Source: an optimization exercise on an open RTL-to-GDS flow (aim: small area, a short achievable clock period and few clock cycles per item). Production flows keep margins and buffers that such runs may drop.
The RTL was checked by simulation tests, not by an equivalence proof against the original design.

[design/flow/design.v]
module aes_sbox (
    input  wire [7:0] a,
    output reg  [7:0] y
);
    always @(*) begin
        case (a)
            8'h00: y = 8'h63;
            8'h01: y = 8'h7c;
            8'h02: y = 8'h77;
            8'h03: y = 8'h7b;
            8'h04: y = 8'hf2;
            8'h05: y = 8'h6b;
            8'h06: y = 8'h6f;
            8'h07: y = 8'hc5;
            8'h08: y = 8'h30;
            8'h09: y = 8'h01;
            8'h0a: y = 8'h67;
            8'h0b: y = 8'h2b;
            8'h0c: y = 8'hfe;
            8'h0d: y = 8'hd7;
            8'h0e: y = 8'hab;
            8'h0f: y = 8'h76;
            8'h10: y = 8'hca;
            8'h11: y = 8'h82;
            8'h12: y = 8'hc9;
            8'h13: y = 8'h7d;
            8'h14: y = 8'hfa;
            8'h15: y = 8'h59;
            8'h16: y = 8'h47;
            8'h17: y = 8'hf0;
            8'h18: y = 8'had;
            8'h19: y = 8'hd4;
            8'h1a: y = 8'ha2;
            8'h1b: y = 8'haf;
            8'h1c: y = 8'h9c;
            8'h1d: y = 8'ha4;
            8'h1e: y = 8'h72;
            8'h1f: y = 8'hc0;
            8'h20: y = 8'hb7;
            8'h21: y = 8'hfd;
            8'h22: y = 8'h93;
            8'h23: y = 8'h26;
            8'h24: y = 8'h36;
            8'h25: y = 8'h3f;
            8'h26: y = 8'hf7;
            8'h27: y = 8'hcc;
            8'h28: y = 8'h34;
            8'h29: y = 8'ha5;
            8'h2a: y = 8'he5;
            8'h2b: y = 8'hf1;
            8'h2c: y = 8'h71;
            8'h2d: y = 8'hd8;
            8'h2e: y = 8'h31;
            8'h2f: y = 8'h15;
            8'h30: y = 8'h04;
            8'h31: y = 8'hc7;
            8'h32: y = 8'h23;
            8'h33: y = 8'hc3;
            8'h34: y = 8'h18;
            8'h35: y = 8'h96;
            8'h36: y = 8'h05;
            8'h37: y = 8'h9a;
            8'h38: y = 8'h07;
            8'h39: y = 8'h12;
            8'h3a: y = 8'h80;
            8'h3b: y = 8'he2;
            8'h3c: y = 8'heb;
            8'h3d: y = 8'h27;
            8'h3e: y = 8'hb2;
            8'h3f: y = 8'h75;
            8'h40: y = 8'h09;
            8'h41: y = 8'h83;
            8'h42: y = 8'h2c;
            8'h43: y = 8'h1a;
            8'h44: y = 8'h1b;
            8'h45: y = 8'h6e;
            8'h46: y = 8'h5a;
            8'h47: y = 8'ha0;
            8'h48: y = 8'h52;
            8'h49: y = 8'h3b;
            8'h4a: y = 8'hd6;
            8'h4b: y = 8'hb3;
            8'h4c: y = 8'h29;
            8'h4d: y = 8'he3;
            8'h4e: y = 8'h2f;
            8'h4f: y = 8'h84;
            8'h50: y = 8'h53;
            8'h51: y = 8'hd1;
            8'h52: y = 8'h00;
            8'h53: y = 8'hed;
            8'h54: y = 8'h20;
            8'h55: y = 8'hfc;
            8'h56: y = 8'hb1;
            8'h57: y = 8'h5b;
            8'h58: y = 8'h6a;
            8'h59: y = 8'hcb;
            8'h5a: y = 8'hbe;
            8'h5b: y = 8'h39;
            8'h5c: y = 8'h4a;
            8'h5d: y = 8'h4c;
            8'h5e: y = 8'h58;
            8'h5f: y = 8'hcf;
            8'h60: y = 8'hd0;
            8'h61: y = 8'hef;
            8'h62: y = 8'haa;
            8'h63: y = 8'hfb;
            8'h64: y = 8'h43;
            8'h65: y = 8'h4d;
            8'h66: y = 8'h33;
            8'h67: y = 8'h85;
            8'h68: y = 8'h45;
            8'h69: y = 8'hf9;
            8'h6a: y = 8'h02;
            8'h6b: y = 8'h7f;
            8'h6c: y = 8'h50;
            8'h6d: y = 8'h3c;
            8'h6e: y = 8'h9f;
            8'h6f: y = 8'ha8;
            8'h70: y = 8'h51;
            8'h71: y = 8'ha3;
            8'h72: y = 8'h40;
            8'h73: y = 8'h8f;
            8'h74: y = 8'h92;
            8'h75: y = 8'h9d;
            8'h76: y = 8'h38;
            8'h77: y = 8'hf5;
            8'h78: y = 8'hbc;
            8'h79: y = 8'hb6;
            8'h7a: y = 8'hda;
            8'h7b: y = 8'h21;
            8'h7c: y = 8'h10;
            8'h7d: y = 8'hff;
            8'h7e: y = 8'hf3;
            8'h7f: y = 8'hd2;
            8'h80: y = 8'hcd;
            8'h81: y = 8'h0c;
            8'h82: y = 8'h13;
            8'h83: y = 8'hec;
            8'h84: y = 8'h5f;
            8'h85: y = 8'h97;
            8'h86: y = 8'h44;
            8'h87: y = 8'h17;
            8'h88: y = 8'hc4;
            8'h89: y = 8'ha7;
            8'h8a: y = 8'h7e;
            8'h8b: y = 8'h3d;
            8'h8c: y = 8'h64;
            8'h8d: y = 8'h5d;
            8'h8e: y = 8'h19;
            8'h8f: y = 8'h73;
            8'h90: y = 8'h60;
            8'h91: y = 8'h81;
            8'h92: y = 8'h4f;
            8'h93: y = 8'hdc;
            8'h94: y = 8'h22;
            8'h95: y = 8'h2a;
            8'h96: y = 8'h90;
            8'h97: y = 8'h88;
            8'h98: y = 8'h46;
            8'h99: y = 8'hee;
            8'h9a: y = 8'hb8;
            8'h9b: y = 8'h14;
            8'h9c: y = 8'hde;
            8'h9d: y = 8'h5e;
            8'h9e: y = 8'h0b;
            8'h9f: y = 8'hdb;
            8'ha0: y = 8'he0;
            8'ha1: y = 8'h32;
            8'ha2: y = 8'h3a;
            8'ha3: y = 8'h0a;
            8'ha4: y = 8'h49;
            8'ha5: y = 8'h06;
            8'ha6: y = 8'h24;
            8'ha7: y = 8'h5c;
            8'ha8: y = 8'hc2;
            8'ha9: y = 8'hd3;
            8'haa: y = 8'hac;
            8'hab: y = 8'h62;
            8'hac: y = 8'h91;
            8'had: y = 8'h95;
            8'hae: y = 8'he4;
            8'haf: y = 8'h79;
            8'hb0: y = 8'he7;
            8'hb1: y = 8'hc8;
            8'hb2: y = 8'h37;
            8'hb3: y = 8'h6d;
            8'hb4: y = 8'h8d;
            8'hb5: y = 8'hd5;
            8'hb6: y = 8'h4e;
            8'hb7: y = 8'ha9;
            8'hb8: y = 8'h6c;
            8'hb9: y = 8'h56;
            8'hba: y = 8'hf4;
            8'hbb: y = 8'hea;
            8'hbc: y = 8'h65;
            8'hbd: y = 8'h7a;
            8'hbe: y = 8'hae;
            8'hbf: y = 8'h08;
            8'hc0: y = 8'hba;
            8'hc1: y = 8'h78;
            8'hc2: y = 8'h25;
            8'hc3: y = 8'h2e;
            8'hc4: y = 8'h1c;
            8'hc5: y = 8'ha6;
            8'hc6: y = 8'hb4;
            8'hc7: y = 8'hc6;
            8'hc8: y = 8'he8;
            8'hc9: y = 8'hdd;
            8'hca: y = 8'h74;
            8'hcb: y = 8'h1f;
            8'hcc: y = 8'h4b;
            8'hcd: y = 8'hbd;
            8'hce: y = 8'h8b;
            8'hcf: y = 8'h8a;
            8'hd0: y = 8'h70;
            8'hd1: y = 8'h3e;
            8'hd2: y = 8'hb5;
            8'hd3: y = 8'h66;
            8'hd4: y = 8'h48;
            8'hd5: y = 8'h03;
            8'hd6: y = 8'hf6;
            8'hd7: y = 8'h0e;
            8'hd8: y = 8'h61;
            8'hd9: y = 8'h35;
            8'hda: y = 8'h57;
            8'hdb: y = 8'hb9;
            8'hdc: y = 8'h86;
            8'hdd: y = 8'hc1;
            8'hde: y = 8'h1d;
            8'hdf: y = 8'h9e;
            8'he0: y = 8'he1;
            8'he1: y = 8'hf8;
            8'he2: y = 8'h98;
            8'he3: y = 8'h11;
            8'he4: y = 8'h69;
            8'he5: y = 8'hd9;
            8'he6: y = 8'h8e;
            8'he7: y = 8'h94;
            8'he8: y = 8'h9b;
            8'he9: y = 8'h1e;
            8'hea: y = 8'h87;
            8'heb: y = 8'he9;
            8'hec: y = 8'hce;
            8'hed: y = 8'h55;
            8'hee: y = 8'h28;
            8'hef: y = 8'hdf;
            8'hf0: y = 8'h8c;
            8'hf1: y = 8'ha1;
            8'hf2: y = 8'h89;
            8'hf3: y = 8'h0d;
            8'hf4: y = 8'hbf;
            8'hf5: y = 8'he6;
            8'hf6: y = 8'h42;
            8'hf7: y = 8'h68;
            8'hf8: y = 8'h41;
            8'hf9: y = 8'h99;
            8'hfa: y = 8'h2d;
            8'hfb: y = 8'h0f;
            8'hfc: y = 8'hb0;
            8'hfd: y = 8'h54;
            8'hfe: y = 8'hbb;
            8'hff: y = 8'h16;
            default: y = 8'h00;
        endcase
    end
endmodule
module aes_inv_sbox (
    input  wire [7:0] a,
    output reg  [7:0] y
);
    always @(*) begin
        case (a)
            8'h00: y = 8'h52;
            8'h01: y = 8'h09;
            8'h02: y = 8'h6a;
            8'h03: y = 8'hd5;
            8'h04: y = 8'h30;
            8'h05: y = 8'h36;
            8'h06: y = 8'ha5;
            8'h07: y = 8'h38;
            8'h08: y = 8'hbf;
            8'h09: y = 8'h40;
            8'h0a: y = 8'ha3;
            8'h0b: y = 8'h9e;
            8'h0c: y = 8'h81;
            8'h0d: y = 8'hf3;
            8'h0e: y = 8'hd7;
            8'h0f: y = 8'hfb;
            8'h10: y = 8'h7c;
            8'h11: y = 8'he3;
            8'h12: y = 8'h39;
            8'h13: y = 8'h82;
            8'h14: y = 8'h9b;
            8'h15: y = 8'h2f;
            8'h16: y = 8'hff;
            8'h17: y = 8'h87;
            8'h18: y = 8'h34;
            8'h19: y = 8'h8e;
            8'h1a: y = 8'h43;
            8'h1b: y = 8'h44;
            8'h1c: y = 8'hc4;
            8'h1d: y = 8'hde;
            8'h1e: y = 8'he9;
            8'h1f: y = 8'hcb;
            8'h20: y = 8'h54;
            8'h21: y = 8'h7b;
            8'h22: y = 8'h94;
            8'h23: y = 8'h32;
            8'h24: y = 8'ha6;
            8'h25: y = 8'hc2;
            8'h26: y = 8'h23;
            8'h27: y = 8'h3d;
            8'h28: y = 8'hee;
            8'h29: y = 8'h4c;
            8'h2a: y = 8'h95;
            8'h2b: y = 8'h0b;
            8'h2c: y = 8'h42;
            8'h2d: y = 8'hfa;
            8'h2e: y = 8'hc3;
            8'h2f: y = 8'h4e;
            8'h30: y = 8'h08;
            8'h31: y = 8'h2e;
            8'h32: y = 8'ha1;
            8'h33: y = 8'h66;
            8'h34: y = 8'h28;
            8'h35: y = 8'hd9;
            8'h36: y = 8'h24;
            8'h37: y = 8'hb2;
            8'h38: y = 8'h76;
            8'h39: y = 8'h5b;
            8'h3a: y = 8'ha2;
            8'h3b: y = 8'h49;
            8'h3c: y = 8'h6d;
            8'h3d: y = 8'h8b;
            8'h3e: y = 8'hd1;
            8'h3f: y = 8'h25;
            8'h40: y = 8'h72;
            8'h41: y = 8'hf8;
            8'h42: y = 8'hf6;
            8'h43: y = 8'h64;
            8'h44: y = 8'h86;
            8'h45: y = 8'h68;
            8'h46: y = 8'h98;
            8'h47: y = 8'h16;
            8'h48: y = 8'hd4;
            8'h49: y = 8'ha4;
            8'h4a: y = 8'h5c;
            8'h4b: y = 8'hcc;
            8'h4c: y = 8'h5d;
            8'h4d: y = 8'h65;
            8'h4e: y = 8'hb6;
            8'h4f: y = 8'h92;
            8'h50: y = 8'h6c;
            8'h51: y = 8'h70;
            8'h52: y = 8'h48;
            8'h53: y = 8'h50;
            8'h54: y = 8'hfd;
            8'h55: y = 8'hed;
            8'h56: y = 8'hb9;
            8'h57: y = 8'hda;
            8'h58: y = 8'h5e;
            8'h59: y = 8'h15;
            8'h5a: y = 8'h46;
            8'h5b: y = 8'h57;
            8'h5c: y = 8'ha7;
            8'h5d: y = 8'h8d;
            8'h5e: y = 8'h9d;
            8'h5f: y = 8'h84;
            8'h60: y = 8'h90;
            8'h61: y = 8'hd8;
            8'h62: y = 8'hab;
            8'h63: y = 8'h00;
            8'h64: y = 8'h8c;
            8'h65: y = 8'hbc;
            8'h66: y = 8'hd3;
            8'h67: y = 8'h0a;
            8'h68: y = 8'hf7;
            8'h69: y = 8'he4;
            8'h6a: y = 8'h58;
            8'h6b: y = 8'h05;
            8'h6c: y = 8'hb8;
            8'h6d: y = 8'hb3;
            8'h6e: y = 8'h45;
            8'h6f: y = 8'h06;
            8'h70: y = 8'hd0;
            8'h71: y = 8'h2c;
            8'h72: y = 8'h1e;
            8'h73: y = 8'h8f;
            8'h74: y = 8'hca;
            8'h75: y = 8'h3f;
            8'h76: y = 8'h0f;
            8'h77: y = 8'h02;
            8'h78: y = 8'hc1;
            8'h79: y = 8'haf;
            8'h7a: y = 8'hbd;
            8'h7b: y = 8'h03;
            8'h7c: y = 8'h01;
            8'h7d: y = 8'h13;
            8'h7e: y = 8'h8a;
            8'h7f: y = 8'h6b;
            8'h80: y = 8'h3a;
            8'h81: y = 8'h91;
            8'h82: y = 8'h11;
            8'h83: y = 8'h41;
            8'h84: y = 8'h4f;
            8'h85: y = 8'h67;
            8'h86: y = 8'hdc;
            8'h87: y = 8'hea;
            8'h88: y = 8'h97;
            8'h89: y = 8'hf2;
            8'h8a: y = 8'hcf;
            8'h8b: y = 8'hce;
            8'h8c: y = 8'hf0;
            8'h8d: y = 8'hb4;
            8'h8e: y = 8'he6;
            8'h8f: y = 8'h73;
            8'h90: y = 8'h96;
            8'h91: y = 8'hac;
            8'h92: y = 8'h74;
            8'h93: y = 8'h22;
            8'h94: y = 8'he7;
            8'h95: y = 8'had;
            8'h96: y = 8'h35;
            8'h97: y = 8'h85;
            8'h98: y = 8'he2;
            8'h99: y = 8'hf9;
            8'h9a: y = 8'h37;
            8'h9b: y = 8'he8;
            8'h9c: y = 8'h1c;
            8'h9d: y = 8'h75;
            8'h9e: y = 8'hdf;
            8'h9f: y = 8'h6e;
            8'ha0: y = 8'h47;
            8'ha1: y = 8'hf1;
            8'ha2: y = 8'h1a;
            8'ha3: y = 8'h71;
            8'ha4: y = 8'h1d;
            8'ha5: y = 8'h29;
            8'ha6: y = 8'hc5;
            8'ha7: y = 8'h89;
            8'ha8: y = 8'h6f;
            8'ha9: y = 8'hb7;
            8'haa: y = 8'h62;
            8'hab: y = 8'h0e;
            8'hac: y = 8'haa;
            8'had: y = 8'h18;
            8'hae: y = 8'hbe;
            8'haf: y = 8'h1b;
            8'hb0: y = 8'hfc;
            8'hb1: y = 8'h56;
            8'hb2: y = 8'h3e;
            8'hb3: y = 8'h4b;
            8'hb4: y = 8'hc6;
            8'hb5: y = 8'hd2;
            8'hb6: y = 8'h79;
            8'hb7: y = 8'h20;
            8'hb8: y = 8'h9a;
            8'hb9: y = 8'hdb;
            8'hba: y = 8'hc0;
            8'hbb: y = 8'hfe;
            8'hbc: y = 8'h78;
            8'hbd: y = 8'hcd;
            8'hbe: y = 8'h5a;
            8'hbf: y = 8'hf4;
            8'hc0: y = 8'h1f;
            8'hc1: y = 8'hdd;
            8'hc2: y = 8'ha8;
            8'hc3: y = 8'h33;
            8'hc4: y = 8'h88;
            8'hc5: y = 8'h07;
            8'hc6: y = 8'hc7;
            8'hc7: y = 8'h31;
            8'hc8: y = 8'hb1;
            8'hc9: y = 8'h12;
            8'hca: y = 8'h10;
            8'hcb: y = 8'h59;
            8'hcc: y = 8'h27;
            8'hcd: y = 8'h80;
            8'hce: y = 8'hec;
            8'hcf: y = 8'h5f;
            8'hd0: y = 8'h60;
            8'hd1: y = 8'h51;
            8'hd2: y = 8'h7f;
            8'hd3: y = 8'ha9;
            8'hd4: y = 8'h19;
            8'hd5: y = 8'hb5;
            8'hd6: y = 8'h4a;
            8'hd7: y = 8'h0d;
            8'hd8: y = 8'h2d;
            8'hd9: y = 8'he5;
            8'hda: y = 8'h7a;
            8'hdb: y = 8'h9f;
            8'hdc: y = 8'h93;
            8'hdd: y = 8'hc9;
            8'hde: y = 8'h9c;
            8'hdf: y = 8'hef;
            8'he0: y = 8'ha0;
            8'he1: y = 8'he0;
            8'he2: y = 8'h3b;
            8'he3: y = 8'h4d;
            8'he4: y = 8'hae;
            8'he5: y = 8'h2a;
            8'he6: y = 8'hf5;
            8'he7: y = 8'hb0;
            8'he8: y = 8'hc8;
            8'he9: y = 8'heb;
            8'hea: y = 8'hbb;
            8'heb: y = 8'h3c;
            8'hec: y = 8'h83;
            8'hed: y = 8'h53;
            8'hee: y = 8'h99;
            8'hef: y = 8'h61;
            8'hf0: y = 8'h17;
            8'hf1: y = 8'h2b;
            8'hf2: y = 8'h04;
            8'hf3: y = 8'h7e;
            8'hf4: y = 8'hba;
            8'hf5: y = 8'h77;
            8'hf6: y = 8'hd6;
            8'hf7: y = 8'h26;
            8'hf8: y = 8'he1;
            8'hf9: y = 8'h69;
            8'hfa: y = 8'h14;
            8'hfb: y = 8'h63;
            8'hfc: y = 8'h55;
            8'hfd: y = 8'h21;
            8'hfe: y = 8'h0c;
            8'hff: y = 8'h7d;
            default: y = 8'h00;
        endcase
    end
endmodule
module aes_inv_mix_col (
    input  wire [31:0] col_in,
    output wire [31:0] col_out
);
    wire [7:0] a0 = col_in[31:24];
    wire [7:0] a1 = col_in[23:16];
    wire [7:0] a2 = col_in[15:8];
    wire [7:0] a3 = col_in[7:0];
    wire [7:0] a0x2 = {a0[6:0], 1'b0} ^ (a0[7] ? 8'h1b : 8'h00);
    wire [7:0] a1x2 = {a1[6:0], 1'b0} ^ (a1[7] ? 8'h1b : 8'h00);
    wire [7:0] a2x2 = {a2[6:0], 1'b0} ^ (a2[7] ? 8'h1b : 8'h00);
    wire [7:0] a3x2 = {a3[6:0], 1'b0} ^ (a3[7] ? 8'h1b : 8'h00);
    wire [7:0] a0x4 = {a0x2[6:0], 1'b0} ^ (a0x2[7] ? 8'h1b : 8'h00);
    wire [7:0] a1x4 = {a1x2[6:0], 1'b0} ^ (a1x2[7] ? 8'h1b : 8'h00);
    wire [7:0] a2x4 = {a2x2[6:0], 1'b0} ^ (a2x2[7] ? 8'h1b : 8'h00);
    wire [7:0] a3x4 = {a3x2[6:0], 1'b0} ^ (a3x2[7] ? 8'h1b : 8'h00);
    wire [7:0] a0x8 = {a0x4[6:0], 1'b0} ^ (a0x4[7] ? 8'h1b : 8'h00);
    wire [7:0] a1x8 = {a1x4[6:0], 1'b0} ^ (a1x4[7] ? 8'h1b : 8'h00);
    wire [7:0] a2x8 = {a2x4[6:0], 1'b0} ^ (a2x4[7] ? 8'h1b : 8'h00);
    wire [7:0] a3x8 = {a3x4[6:0], 1'b0} ^ (a3x4[7] ? 8'h1b : 8'h00);
    wire [7:0] a0x9  = a0x8 ^ a0;
    wire [7:0] a1x9  = a1x8 ^ a1;
    wire [7:0] a2x9  = a2x8 ^ a2;
    wire [7:0] a3x9  = a3x8 ^ a3;
    wire [7:0] a0x11 = a0x8 ^ a0x2 ^ a0;
    wire [7:0] a1x11 = a1x8 ^ a1x2 ^ a1;
    wire [7:0] a2x11 = a2x8 ^ a2x2 ^ a2;
    wire [7:0] a3x11 = a3x8 ^ a3x2 ^ a3;
    wire [7:0] a0x13 = a0x8 ^ a0x4 ^ a0;
    wire [7:0] a1x13 = a1x8 ^ a1x4 ^ a1;
    wire [7:0] a2x13 = a2x8 ^ a2x4 ^ a2;
    wire [7:0] a3x13 = a3x8 ^ a3x4 ^ a3;
    wire [7:0] a0x14 = a0x8 ^ a0x4 ^ a0x2;
    wire [7:0] a1x14 = a1x8 ^ a1x4 ^ a1x2;
    wire [7:0] a2x14 = a2x8 ^ a2x4 ^ a2x2;
    wire [7:0] a3x14 = a3x8 ^ a3x4 ^ a3x2;
    assign col_out[31:24] = a0x14 ^ a1x11 ^ a2x13 ^ a3x9;
    assign col_out[23:16] = a0x9  ^ a1x14 ^ a2x11 ^ a3x13;
    assign col_out[15:8]  = a0x13 ^ a1x9  ^ a2x14 ^ a3x11;
    assign col_out[7:0]   = a0x11 ^ a1x13 ^ a2x9  ^ a3x14;
endmodule
module cbc_aes_dec (
    input  wire         clk,
    input  wire         rst,         
    input  wire         key_load,    
    input  wire [127:0] key_in,
    input  wire         iv_load,     
    input  wire [127:0] iv_in,
    input  wire         blk_valid,   
    input  wire [127:0] blk_in,
    output wire         ready,
    output reg          out_valid,   
    output reg  [127:0] out_data
);
    localparam [1:0] S_IDLE = 2'd0,
                     S_KEXP = 2'd1,
                     S_DEC  = 2'd2;
    reg [1:0]   fsm;
    reg [3:0]   rnd;      
    reg [127:0] rk;       
    reg [127:0] dk;       
    reg [127:0] state;    
    reg [127:0] iv;       
    reg [127:0] cblk;     
    assign ready = (fsm == S_IDLE);
    wire [31:0] w0 = rk[127:96];
    wire [31:0] w1 = rk[95:64];
    wire [31:0] w2 = rk[63:32];
    wire [31:0] w3 = rk[31:0];
    reg [7:0] rcon;
    always @(*) begin
        case (rnd)
            4'd1:    rcon = 8'h01;
            4'd2:    rcon = 8'h02;
            4'd3:    rcon = 8'h04;
            4'd4:    rcon = 8'h08;
            4'd5:    rcon = 8'h10;
            4'd6:    rcon = 8'h20;
            4'd7:    rcon = 8'h40;
            4'd8:    rcon = 8'h80;
            4'd9:    rcon = 8'h1b;
            4'd10:   rcon = 8'h36;
            default: rcon = 8'h00;
        endcase
    end
    wire [31:0] prev_w3 = w3 ^ w2;
    wire [31:0] sw_in   = (fsm == S_KEXP) ? w3 : prev_w3;
    wire [31:0] sw_out;
    aes_sbox u_ks_sbox0 (.a(sw_in[23:16]), .y(sw_out[31:24]));
    aes_sbox u_ks_sbox1 (.a(sw_in[15:8]),  .y(sw_out[23:16]));
    aes_sbox u_ks_sbox2 (.a(sw_in[7:0]),   .y(sw_out[15:8]));
    aes_sbox u_ks_sbox3 (.a(sw_in[31:24]), .y(sw_out[7:0]));
    wire [31:0] ks_t = sw_out ^ {rcon, 24'h000000};
    wire [31:0] nk0 = w0 ^ ks_t;
    wire [31:0] nk1 = w1 ^ nk0;
    wire [31:0] nk2 = w2 ^ nk1;
    wire [31:0] nk3 = w3 ^ nk2;
    wire [127:0] rk_next = {nk0, nk1, nk2, nk3};
    wire [31:0] pk1 = w1 ^ w0;
    wire [31:0] pk2 = w2 ^ w1;
    wire [31:0] pk0 = w0 ^ ks_t;
    wire [127:0] rk_prev = {pk0, pk1, pk2, prev_w3};
    wire [127:0] isr;
    wire [127:0] isb;
    wire [127:0] ark;
    wire [127:0] imc;
    genvar r, c;
    generate
        for (c = 0; c < 4; c = c + 1) begin : g_col
            for (r = 0; r < 4; r = r + 1) begin : g_row
                assign isr[127 - 8*(r + 4*c) -: 8] = state[127 - 8*(r + 4*((c + 4 - r) % 4)) -: 8];
                aes_inv_sbox u_sbox (
                    .a(isr[127 - 8*(r + 4*c) -: 8]),
                    .y(isb[127 - 8*(r + 4*c) -: 8])
                );
            end
            aes_inv_mix_col u_mix (
                .col_in (ark[127 - 32*c -: 32]),
                .col_out(imc[127 - 32*c -: 32])
            );
        end
    endgenerate
    assign ark = isb ^ rk_prev;
    always @(posedge clk) begin
        if (rst) begin
            fsm       <= S_IDLE;
            rnd       <= 4'd0;
            iv        <= 128'd0;
            out_valid <= 1'b0;
        end else begin
            out_valid <= 1'b0;
            case (fsm)
                S_IDLE: begin
                    if (key_load) begin
                        rk  <= key_in;
                        rnd <= 4'd1;
                        fsm <= S_KEXP;
                    end else if (iv_load) begin
                        iv <= iv_in;
                    end else if (blk_valid) begin
                        state <= blk_in ^ dk;
                        rk    <= dk;
                        cblk  <= blk_in;
                        rnd   <= 4'd10;
                        fsm   <= S_DEC;
                    end
                end
                S_KEXP: begin
                    rk  <= rk_next;
                    rnd <= rnd + 4'd1;
                    if (rnd == 4'd10) begin
                        dk  <= rk_next;
                        fsm <= S_IDLE;
                    end
                end
                S_DEC: begin
                    rk  <= rk_prev;
                    rnd <= rnd - 4'd1;
                    if (rnd == 4'd1) begin
                        out_data  <= ark ^ iv;
                        out_valid <= 1'b1;
                        iv        <= cblk;
                        fsm       <= S_IDLE;
                    end else begin
                        state <= imc;
                    end
                end
                default: fsm <= S_IDLE;
            endcase
        end
    end
endmodule
[design/flow/run.sh]
#!/bin/bash
# synth_recipe.tcl (not shown) runs the flow's synth.tcl, then flattens the netlist and writes it again
# the make line also repeats each setting of config.mk as NAME=value (left out here)
make -C /OpenROAD-flow-scripts/flow DESIGN_CONFIG=/design/flow/config.mk WORK_HOME=/design/flow/orfs CLKGATE_MAP_FILE= SYNTH_SCRIPT=/design/flow/synth_recipe.tcl finish
[design/flow/config.mk]
export PLATFORM = sky130hd
export DESIGN_NAME = cbc_aes_dec
export DESIGN_NICKNAME = cbc_aes_dec
export VERILOG_FILES = /design/flow/design.v
export SDC_FILE = /design/flow/constraint.sdc
export NUM_CORES = 8
export LEC_CHECK = 0
export CAP_MARGIN = 20
export CORE_MARGIN = 2
export CORE_UTILIZATION = 25
export SLEW_MARGIN = 20
[design/flow/constraint.sdc]
create_clock -name core_clock -period 10.0 [get_ports {clk}]
set_input_delay 2.0000 -clock core_clock [delete_from_list [all_inputs] [get_ports {clk}]]
set_output_delay 2.0000 -clock core_clock [all_outputs]
set_load 0.01 [all_outputs]
==> flow_summary.ini <==
[die]
fp.dieArea_sq_um = 489000
io_pins = 519
initial_core_util_pct = 25.1
core_area_sq_um = 482000
rows = 255
die_h_um = 699
die_x_um = 699

[critical_path]
required_ns = 10.85
rr_worst_depth = 32
path_class = flop to flop
cp-start-kind = flop
critPathCaptureType = flop
crit_arrival_ns = 10.71
regToRegStartpoint = fsm[1]$_SDFFE_PP0P_
critPathMaxFanout = 60
slowest_stage = nor2b_1
slowest_delay_ns = 0.97
critPathMostFrequentCell = buf_4
r2r_slack_ns = 0.13
crit-reg2reg-capture = g_col[3].g_row[3].u_sbox.y[1]$_DFF_P_

[logic_synthesis]
synth_cells = 16300
avgSynthCellArea_sq_um = 7.42
async_flop_share_pct = 0
netlist.top_cell.by_area = edfxtp_1
ys_seq_elements = 911
post-synth-top-count-cell = nand2_1
ys_seq_area_share_pct = 20.4
yosys-top-cells-area = edfxtp_1 (16%), xnor2_1 (6.8%), a21oi_1 (6.0%), o21ai_0 (5.9%), nand2_1 (5.3%)
netlist.area_leader.share_pct = 15.9
ys_warn_count = 3
ys_top_cells_by_count = nand2_1 (1,703), nor2_1 (1,551), a21oi_1 (1,439)
synthesis.nets = 17100
netlist_area_sq_um = 121000
ys_dominant_reg_cell = edfxtp_1
ys_types = 129
synth_edf_count = 640

[clock_network]
cts_inserted_buffers = 125
cts_resized = 0
cts_root_buf = clkbuf_16
path_clk_slew_ns = 0.06
ctsLongestPathBuffers = 4
cts_setup_buffers = 0
cts_sinks = 911
clock_latency_ns = 0.97
cts_max_level = 3
cts_tree = built
cts_hold_buffers = 0

[global_routing]
grt_remaining_overflow = 0
antenna_found_initial = 59
grt_first_pass_wirelength_mm = 1090
grt_usage_pct = 30.4
grt_max_degree = 156
grt_pass1_vias = 135000

[sta]
fin_crit_sh_pct = 98.7
finalSetupTns_ns = 0
maxSlewViolCount = 0
hold_viol_final = 0
skew_ns = 0.0945
rsz0062_at_grt = false
slew_headroom_pct = 11.7
worst_pin_slew_ns = 1.32
fmax_mhz = 101
setup_violations = 0
post-route-min-period_ns = 9.87
whs_ns = 0.510

[drt]
drc = 0
wl_per_cell_um = 33.6
drtAntennaViolNets = 0
drt-pass1-iter-count = 10
drtIter0Drc = 28100
vias = 149000
drt-total-wl_mm = 787
via_per_inst = 6.34

[hold_path]
worstHoldPathCells = 2
worst_hold_path_type = flop to flop
hp-start = iv[13]$_SDFFE_PP0P_
min_to = iv[13]$_SDFFE_PP0P_

[job]
maxCapViolations = 0

[finish]
post-route-util_pct = 30.2
nFillCells = 52200
fin_nets = 17700
syn2layout_area_growth_pct = 20.5
final_layout_size_suffix_gt1_share_pct = 13.0
final_cells = 23400

[place]
dp_hpwl_mm = 596
gp_congestion = 1.08
place_inst = 23200
port_buffers = 518

[run_status]
run_status = finished clean
## sequential cells by signal, indices dropped and copies added (netlist names)
name,flops
cblk,128
dk,128
g_col.g_row.u_sbox.y,128
iv,128
out_data,128
rk,128
state,128
rcon,8
rnd,4
fsm,2
out_valid,1
## cell type report
class / instances / area [sq um] / share of cell area, %
timing repair buffer: 2076 / 17600 / 12.1
multi-input combinational: 13600 / 90400 / 62.0
antenna: 19 / 47.5 / 0.0326
clock inverter: 76 / 873 / 0.599
clock buffer: 157 / 3370 / 2.31
sequential: 911 / 24600 / 16.9
inverter: 195 / 752 / 0.516
tap: 6425 / 8040 / 5.52
## worst max-delay path: cells and delay by family (launching register included)
kind	cells	cell delay (ns)
adder cells (fa/ha/maj)	2	0.62
AND/OR/NAND/NOR	5	2.04
XOR/XNOR	5	1.91
buffers and inverters	13	2.54
multiplexers	1	0.57
flip-flops	1	0.42
AO/OA/AOI/OAI	6	1.64
## cell usage in the layout, fill, tap and decap left out, types with 60 or more instances in the layout
cell type / netlist / layout
and2_1: 94 / 93
clkbuf_16: 0 / 127
o31ai_1: 89 / 89
a211o_1: 61 / 61
nand3_1: 472 / 471
mux2i_1: 424 / 348
a221oi_1: 225 / 225
mux2i_4: 1 / 62
a211oi_1: 485 / 484
a22oi_1: 68 / 68
a21oi_1: 1439 / 1437
inv_1: 163 / 155
nor3_1: 376 / 375
o32ai_1: 65 / 64
edfxtp_1: 640 / 640
o2111ai_1: 115 / 115
nand4_1: 61 / 61
a2111oi_0: 61 / 60
o22ai_1: 197 / 196
clkdlybuf4s50_1: 0 / 516
o311ai_0: 182 / 182
o21ai_0: 1429 / 1424
nand2_1: 1703 / 1699
a311oi_1: 192 / 191
xnor2_2: 32 / 62
a31oi_1: 271 / 270
nand2b_1: 148 / 148
dfxtp_1: 271 / 271
o221ai_1: 191 / 190
and3_1: 75 / 75
xor2_1: 504 / 490
ha_1: 399 / 395
buf_4: 58 / 1501
o211ai_1: 432 / 432
nor2b_1: 116 / 116
nor2_1: 1551 / 1547
xnor2_1: 938 / 899
## stage by stage
step | area (sq um) | worst slack (ns)
global placement | 141000 | 0.0973
detailed placement | 141000 | 0.451
finish | 146000 | 0.135
CTS | 146000 | 0.409
global route | 146000 | 0.0672
floorplan | 121000 | 0.234
## per-layer routing
layer | share of wire [%] | routed length, um | up-vias | GRT usage, %
met5 | 0.027 | 215 | - | 0
met4 | 8.3 | 65200 | 32 | 19.8
met3 | 14 | 110000 | 2430 | 10.9
met2 | 40 | 315000 | 11900 | 43.3
met1 | 38 | 296000 | 71700 | 38.3
li1 | - | - | 62600 | -
## worst max-delay path by stage
stage	start	endpoint	slack, ns
floorplan	iv_load	g_col[1].g_row[2].u_sbox.y[2]$_DFF_P_	0.23
global placement	fsm[1]$_SDFFE_PP0P_	g_col[2].g_row[2].u_sbox.y[0]$_DFF_P_	0.1
detailed placement	fsm[1]$_SDFFE_PP0P_	g_col[3].g_row[3].u_sbox.y[1]$_DFF_P_	0.45
CTS	fsm[1]$_SDFFE_PP0P_	g_col[3].g_row[3].u_sbox.y[1]$_DFF_P_	0.41
global route	fsm[1]$_SDFFE_PP0P_	g_col[3].g_row[3].u_sbox.y[1]$_DFF_P_	0.07
finish	fsm[1]$_SDFFE_PP0P_	g_col[3].g_row[3].u_sbox.y[1]$_DFF_P_	0.13
## cell families after synthesis
kind of cell | count (synthesis) | share of synthesized area, %
adder cells (fa/ha/maj) | 399 | 4.13
buffers and inverters | 1800 | 6.12
AO/OA/AOI/OAI | 6168 | 33.8
AND/OR/NAND/NOR | 4963 | 18.5
XOR/XNOR | 1542 | 12.2
multiplexers | 517 | 4.84
flip-flops | 911 | 20.4
Testbench counts, summed over its fixed seeds: cycles 29,155, blocks 2,457.

[separate check: timing with driven ports]
The flow's constraints put no driver on any port. The routed layout listed below was extracted and timed again, unchanged, in two steps. Step 1 assumes that a clkbuf_16 drives the clock port and a buf_2 every other input. Step 2, shift: input delay + t, output delay - t, t = (earliest + latest rising clock arrival at the registers) / 2. This alone moves slack from input paths to output paths. Slacks: ideal ports / drivers / drivers and shift; pairs: ideal ports / drivers.
shift t [ns]: 1.010
slack for setup (ns): 0.135 / 0.135 / 0.135
clock arrival spread, ns: 0.100 / 0.100
worst data-port slew with drivers (ns): 0.37
After both steps setup and hold are still met in this run. For this run, drivers alone change the setup slack by 0.000 ns; drivers and shift together by 0.000 ns.
